From an optimization exercise on the open Yosys and OpenROAD flow, aimed at small area; shortcuts taken in it are not production practice. The RTL was checked by simulation tests, not by an equivalence proof against the original design.

==> inputs of 02-27 <==
==> flow/design.v <==
module kfcu (
    input  wire        clk,
    input  wire        rst,
    input  wire        cmd_valid,
    input  wire [3:0]  cmd_op,
    input  wire [15:0] cmd_arg,
    output wire        cmd_ready,
    output wire        rsp_valid,
    output wire [1:0]  rsp_err,
    output wire [15:0] rsp_data
);
    localparam [3:0] OP_NOP      = 4'h0;
    localparam [3:0] OP_INS_ENC  = 4'h1;
    localparam [3:0] OP_INS_DEC  = 4'h2;
    localparam [3:0] OP_MUTE_ENC = 4'h3;
    localparam [3:0] OP_MUTE_DEC = 4'h4;
    localparam [3:0] OP_CK_CLR   = 4'h5;
    localparam [3:0] OP_CK_ADD   = 4'h6;
    localparam [3:0] OP_CK_REC   = 4'h7;
    localparam [3:0] OP_CK_RD    = 4'h8;
    localparam [3:0] OP_CK_STAT  = 4'h9;
    localparam [1:0] ST_OK      = 2'd0;
    localparam [1:0] ST_ILLEGAL = 2'd1;
    localparam [1:0] ST_RANGE   = 2'd2;
    localparam [1:0] ST_OVERRUN = 2'd3;
    localparam [6:0] REC_LEN  = 7'd103;
    localparam [7:0] CK_CONST = 8'hA5;
    reg [6:0]  acc;
    reg [6:0]  pos;
    reg [7:0]  stored;
    reg        svalid;
    reg [1:0]  last_err;
    reg [15:0] dout;
    reg        rvalid;
    localparam [6:0] CK_OFS = CK_CONST[6:0];
    reg [6:0]  acc_n;
    reg [6:0]  pos_n;
    reg [7:0]  stored_n;
    reg        svalid_n;
    reg [1:0]  err_n;
    reg [15:0] data_n;
    wire [7:0] arg_hi = cmd_arg[15:8];
    wire [7:0] arg_lo = cmd_arg[7:0];
    always @(*) begin
        acc_n    = acc;
        pos_n    = pos;
        stored_n = stored;
        svalid_n = svalid;
        err_n    = ST_OK;
        data_n   = 16'h0000;
        case (cmd_op)
            OP_NOP: begin
                if (cmd_arg != 16'h0000)
                    err_n = ST_RANGE;
            end
            OP_INS_ENC: begin
                if (cmd_arg[15:9] != 7'd0)
                    err_n = ST_RANGE;
                else
                    data_n = {6'd0, cmd_arg[8:7], 1'b0, cmd_arg[6:0]};
            end
            OP_INS_DEC: begin
                if (arg_hi > 8'd3 || arg_lo > 8'd127)
                    err_n = ST_RANGE;
                else
                    data_n = {7'd0, arg_hi[1:0], arg_lo[6:0]};
            end
            OP_MUTE_ENC: begin
                if (cmd_arg[15:4] != 12'd0)
                    err_n = ST_RANGE;
                else
                    data_n = {12'd0, cmd_arg[3:0]};
            end
            OP_MUTE_DEC: begin
                if (arg_hi != 8'd0 || arg_lo[7:4] != 4'd0)
                    err_n = ST_RANGE;
                else
                    data_n = {12'd0, arg_lo[3:0]};
            end
            OP_CK_CLR: begin
                if (cmd_arg != 16'h0000) begin
                    err_n = ST_RANGE;
                end else begin
                    acc_n    = 7'd0;
                    pos_n    = 7'd0;
                    stored_n = 8'h00;
                    svalid_n = 1'b0;
                    data_n   = {9'd0, CK_OFS};
                end
            end
            OP_CK_ADD: begin
                if (arg_hi != 8'd0) begin
                    err_n = ST_RANGE;
                end else begin
                    acc_n  = acc + arg_lo[6:0];
                    data_n = {9'd0, acc_n + CK_OFS};
                end
            end
            OP_CK_REC: begin
                if (arg_hi != 8'd0) begin
                    err_n = ST_RANGE;
                end else if (pos == REC_LEN) begin
                    err_n = ST_OVERRUN;
                end else begin
                    if (pos == 7'd0) begin
                        stored_n = arg_lo;
                        svalid_n = 1'b1;
                    end else begin
                        acc_n = acc + arg_lo[6:0];
                    end
                    pos_n  = pos + 7'd1;
                    data_n = {9'd0, acc_n + CK_OFS};
                end
            end
            OP_CK_RD: begin
                if (cmd_arg != 16'h0000)
                    err_n = ST_RANGE;
                else
                    data_n = {9'd0, acc + CK_OFS};
            end
            OP_CK_STAT: begin
                if (cmd_arg != 16'h0000)
                    err_n = ST_RANGE;
                else
                    data_n = {stored, svalid, pos};
            end
            default: begin
                err_n = ST_ILLEGAL;
            end
        endcase
        if (err_n != ST_OK) begin
            acc_n    = acc;
            pos_n    = pos;
            stored_n = stored;
            svalid_n = svalid;
            data_n   = 16'h0000;
        end
    end
    always @(posedge clk) begin
        if (rst) begin
            acc      <= 7'd0;
            pos      <= 7'd0;
            stored   <= 8'h00;
            svalid   <= 1'b0;
            last_err <= ST_OK;
            dout     <= 16'h0000;
            rvalid   <= 1'b0;
        end else if (cmd_valid) begin
            acc      <= acc_n;
            pos      <= pos_n;
            stored   <= stored_n;
            svalid   <= svalid_n;
            last_err <= err_n;
            dout     <= data_n;
            rvalid   <= 1'b1;
        end else begin
            rvalid   <= 1'b0;
        end
    end
    assign cmd_ready = 1'b1;
    assign rsp_valid = rvalid;
    assign rsp_err   = last_err;
    assign rsp_data  = dout;
endmodule
==> flow/run.sh <==
#!/bin/bash
# synth_recipe.tcl (not shown) runs the flow's synth.tcl, then flattens the netlist and writes it again
# the make line also repeats each setting of config.mk as NAME=value (left out here)
make -C /OpenROAD-flow-scripts/flow DESIGN_CONFIG=/design/flow/config.mk WORK_HOME=/design/flow/orfs CLKGATE_MAP_FILE= SYNTH_SCRIPT=/design/flow/synth_recipe.tcl finish
==> flow/config.mk <==
export PLATFORM = sky130hd
export DESIGN_NAME = kfcu
export DESIGN_NICKNAME = kfcu
export VERILOG_FILES = /design/flow/design.v
export SDC_FILE = /design/flow/constraint.sdc
export NUM_CORES = 4
export LEC_CHECK = 0
export CAP_MARGIN = 20
export CORE_MARGIN = 2
export CORE_UTILIZATION = 40
export PLACE_DENSITY = 0.6
export SLEW_MARGIN = 20
==> flow/constraint.sdc <==
create_clock -name core_clock -period 6.0 [get_ports {clk}]
set_input_delay 1.2000 -clock core_clock [delete_from_list [all_inputs] [get_ports {clk}]]
set_output_delay 1.2000 -clock core_clock [all_outputs]
set_load 0.01 [all_outputs]
==> 11-09 (differences from 02-27) <==
==> flow/design.v (replaced) <==
module kfcu (
    input  wire        clk,
    input  wire        rst,
    input  wire        cmd_valid,
    input  wire [3:0]  cmd_op,
    input  wire [15:0] cmd_arg,
    output wire        cmd_ready,
    output wire        rsp_valid,
    output wire [1:0]  rsp_err,
    output wire [15:0] rsp_data
);
    localparam [1:0] ST_OK      = 2'd0;
    localparam [1:0] ST_ILLEGAL = 2'd1;
    localparam [1:0] ST_RANGE   = 2'd2;
    localparam [1:0] ST_OVERRUN = 2'd3;
    localparam [6:0] REC_LEN = 7'd103;
    localparam [6:0] CK_OFS  = 7'h25;
    reg [6:0] ak;        
    reg [6:0] pos;
    reg [7:0] stored;
    reg [9:0] cd;        
    reg [1:0] last_err;
    reg       k_ck;      
    reg       k_st;      
    reg       k_cd;      
    reg       rvalid;
    wire svalid  = |pos;
    wire pos_end = (pos == REC_LEN);
    wire z_hi    = ~|cmd_arg[15:8];
    wire z_all   = z_hi & ~|cmd_arg[7:0];
    reg       ok;
    reg [1:0] err_n;
    always @(*) begin
        case (cmd_op)
            4'h0, 4'h5,
            4'h8, 4'h9: ok = z_all;
            4'h1:       ok = ~|cmd_arg[15:9];
            4'h2:       ok = ~|cmd_arg[15:10] & ~cmd_arg[7];
            4'h3, 4'h4: ok = ~|cmd_arg[15:4];
            4'h6:       ok = z_hi;
            4'h7:       ok = z_hi & ~pos_end;
            default:    ok = 1'b0;
        endcase
        if (cmd_op[3] & (cmd_op[2] | cmd_op[1]))
            err_n = ST_ILLEGAL;
        else if (cmd_op == 4'h7 ? !z_hi : !ok)
            err_n = ST_RANGE;
        else if (!ok)
            err_n = ST_OVERRUN;
        else
            err_n = ST_OK;
    end
    wire is_ck  = (cmd_op == 4'h5) | (cmd_op == 4'h6) | (cmd_op == 4'h7) | (cmd_op == 4'h8);
    wire is_cd  = ~cmd_op[3] & (~cmd_op[2] | ~(cmd_op[1] | cmd_op[0]));
    wire do_clr = ok & (cmd_op == 4'h5);
    wire do_add = ok & ((cmd_op == 4'h6) | ((cmd_op == 4'h7) & svalid));
    wire do_inc = ok & (cmd_op == 4'h7);
    always @(posedge clk) begin
        if (rst | (cmd_valid & do_clr)) begin
            ak  <= CK_OFS;
            pos <= 7'd0;
        end else if (cmd_valid) begin
            if (do_add) ak <= ak + cmd_arg[6:0];
            if (do_inc) pos <= pos + 7'd1;
        end
        if (!svalid)
            stored <= cmd_arg[7:0];
        if (cmd_valid)
            cd <= {cmd_arg[8] & ~cmd_op[1], cmd_arg[7] | cmd_arg[9],
                   cmd_arg[8] & cmd_op[1], cmd_arg[6:0]};
        if (rst) begin
            last_err <= ST_OK;
            k_ck     <= 1'b0;
            k_st     <= 1'b0;
            k_cd     <= 1'b0;
        end else if (cmd_valid) begin
            last_err <= err_n;
            k_ck     <= ok & is_ck;
            k_st     <= ok & (cmd_op == 4'h9);
            k_cd     <= ok & is_cd;
        end
        rvalid <= ~rst & cmd_valid;
    end
    wire st_sv = k_st & svalid;
    assign cmd_ready = 1'b1;
    assign rsp_valid = rvalid;
    assign rsp_err   = last_err;
    assign rsp_data  = {{8{st_sv}} & stored, 8'h00}
                     | {6'd0, {3{k_cd}} & cd[9:7], 7'd0}
                     | {8'd0, st_sv, {7{k_st}} & pos}
                     | {9'd0, {7{k_ck}} & ak}
                     | {9'd0, {7{k_cd}} & cd[6:0]};
endmodule
==> impl_metrics.env <==
export IMPL_via_per_inst=5.83
export IMPL_endpoint="dout[5]"
export IMPL_grt_util_all_layers_pct=21.1
export IMPL_layout_common_cells="nor2_1, dfxtp_1, clkdlybuf4s50_1, a21oi_1, nand2_1"
export IMPL_num_vias=2972
export IMPL_clock_sinks=42
export IMPL_int_power_uw=399
export IMPL_critPathCaptureType="flop"
export IMPL_outcome="complete, no violations"
export IMPL_grt_use_met2_pct=35.3
export IMPL_total_leakage_power_uw=0.00118
export IMPL_postRouteWirelength_um=8750
export IMPL_rr_worst_depth=10
export IMPL_share_seq_of_total_power_pct=49.9
the above is filed under 02-27

==> impl_metrics.env <==
export IMPL_outcome="complete, no violations"
export IMPL_critPathCaptureType="output port"
export IMPL_total_leakage_power_uw=0.00104
export IMPL_endpoint="rsp_data[8]"
export IMPL_crit_chain="inv_1 > ha_1 > or4b_1 > nor3_1 > buf_4 > nor2_1 > a22o_1 > clkdlybuf4s50_1"
export IMPL_non_clock_inverter_count=16
export IMPL_layout_common_cells="clkdlybuf4s50_1, dfxtp_1, edfxtp_1, inv_1, nor2_1"
export IMPL_clock_sinks=38
export IMPL_rr_worst_depth=9
export IMPL_antenna_found_initial=0
export IMPL_start_util_pct=41.9
export IMPL_postRouteWirelength_um=4890
export IMPL_share_seq_of_total_power_pct=50.9
export IMPL_int_power_uw=432
export IMPL_via_per_inst=5.41
export IMPL_grt_setup_unrepaired="false"
export IMPL_antenna_violating_nets_post_route=0
export IMPL_num_vias=1748
export IMPL_pg_clk_uw=216
export IMPL_grt_util_all_layers_pct=18.5
the above is filed under 11-09

[port drivers added, routing unchanged]
Ports are ideal in the flow. The routed layouts listed here were re-timed in OpenROAD. Step 1 assumes that a clkbuf_16 drives the clock port and a buf_2 every other input. Step 2 adds t to the input delays and takes it off the output delays; t is the mean of the earliest and latest rising clock arrival at the registers after step 1. Input paths then give back, and output paths get back, about the clock's delay inside the block. Three values: ideal, step 1, step 2; two values: the first two.
| run | t, ns | slack for setup (ns) | worst hold slack (ns) | worst setup path after step 2 |
|---|---|---|---|---|
| 02-27 | 0.327 | 1.808 / 1.817 / 1.490 | 0.451 / 0.451 / 0.451 | input to register |
| 11-09 | 0.312 | 2.319 / 2.293 / 2.280 | 0.472 / 0.472 / 0.472 | input to register |
After both steps setup and hold are still met in every run listed. The setup slack of 02-27, which loses most, moves by +0.009 ns with the drivers and by -0.318 ns with both steps.
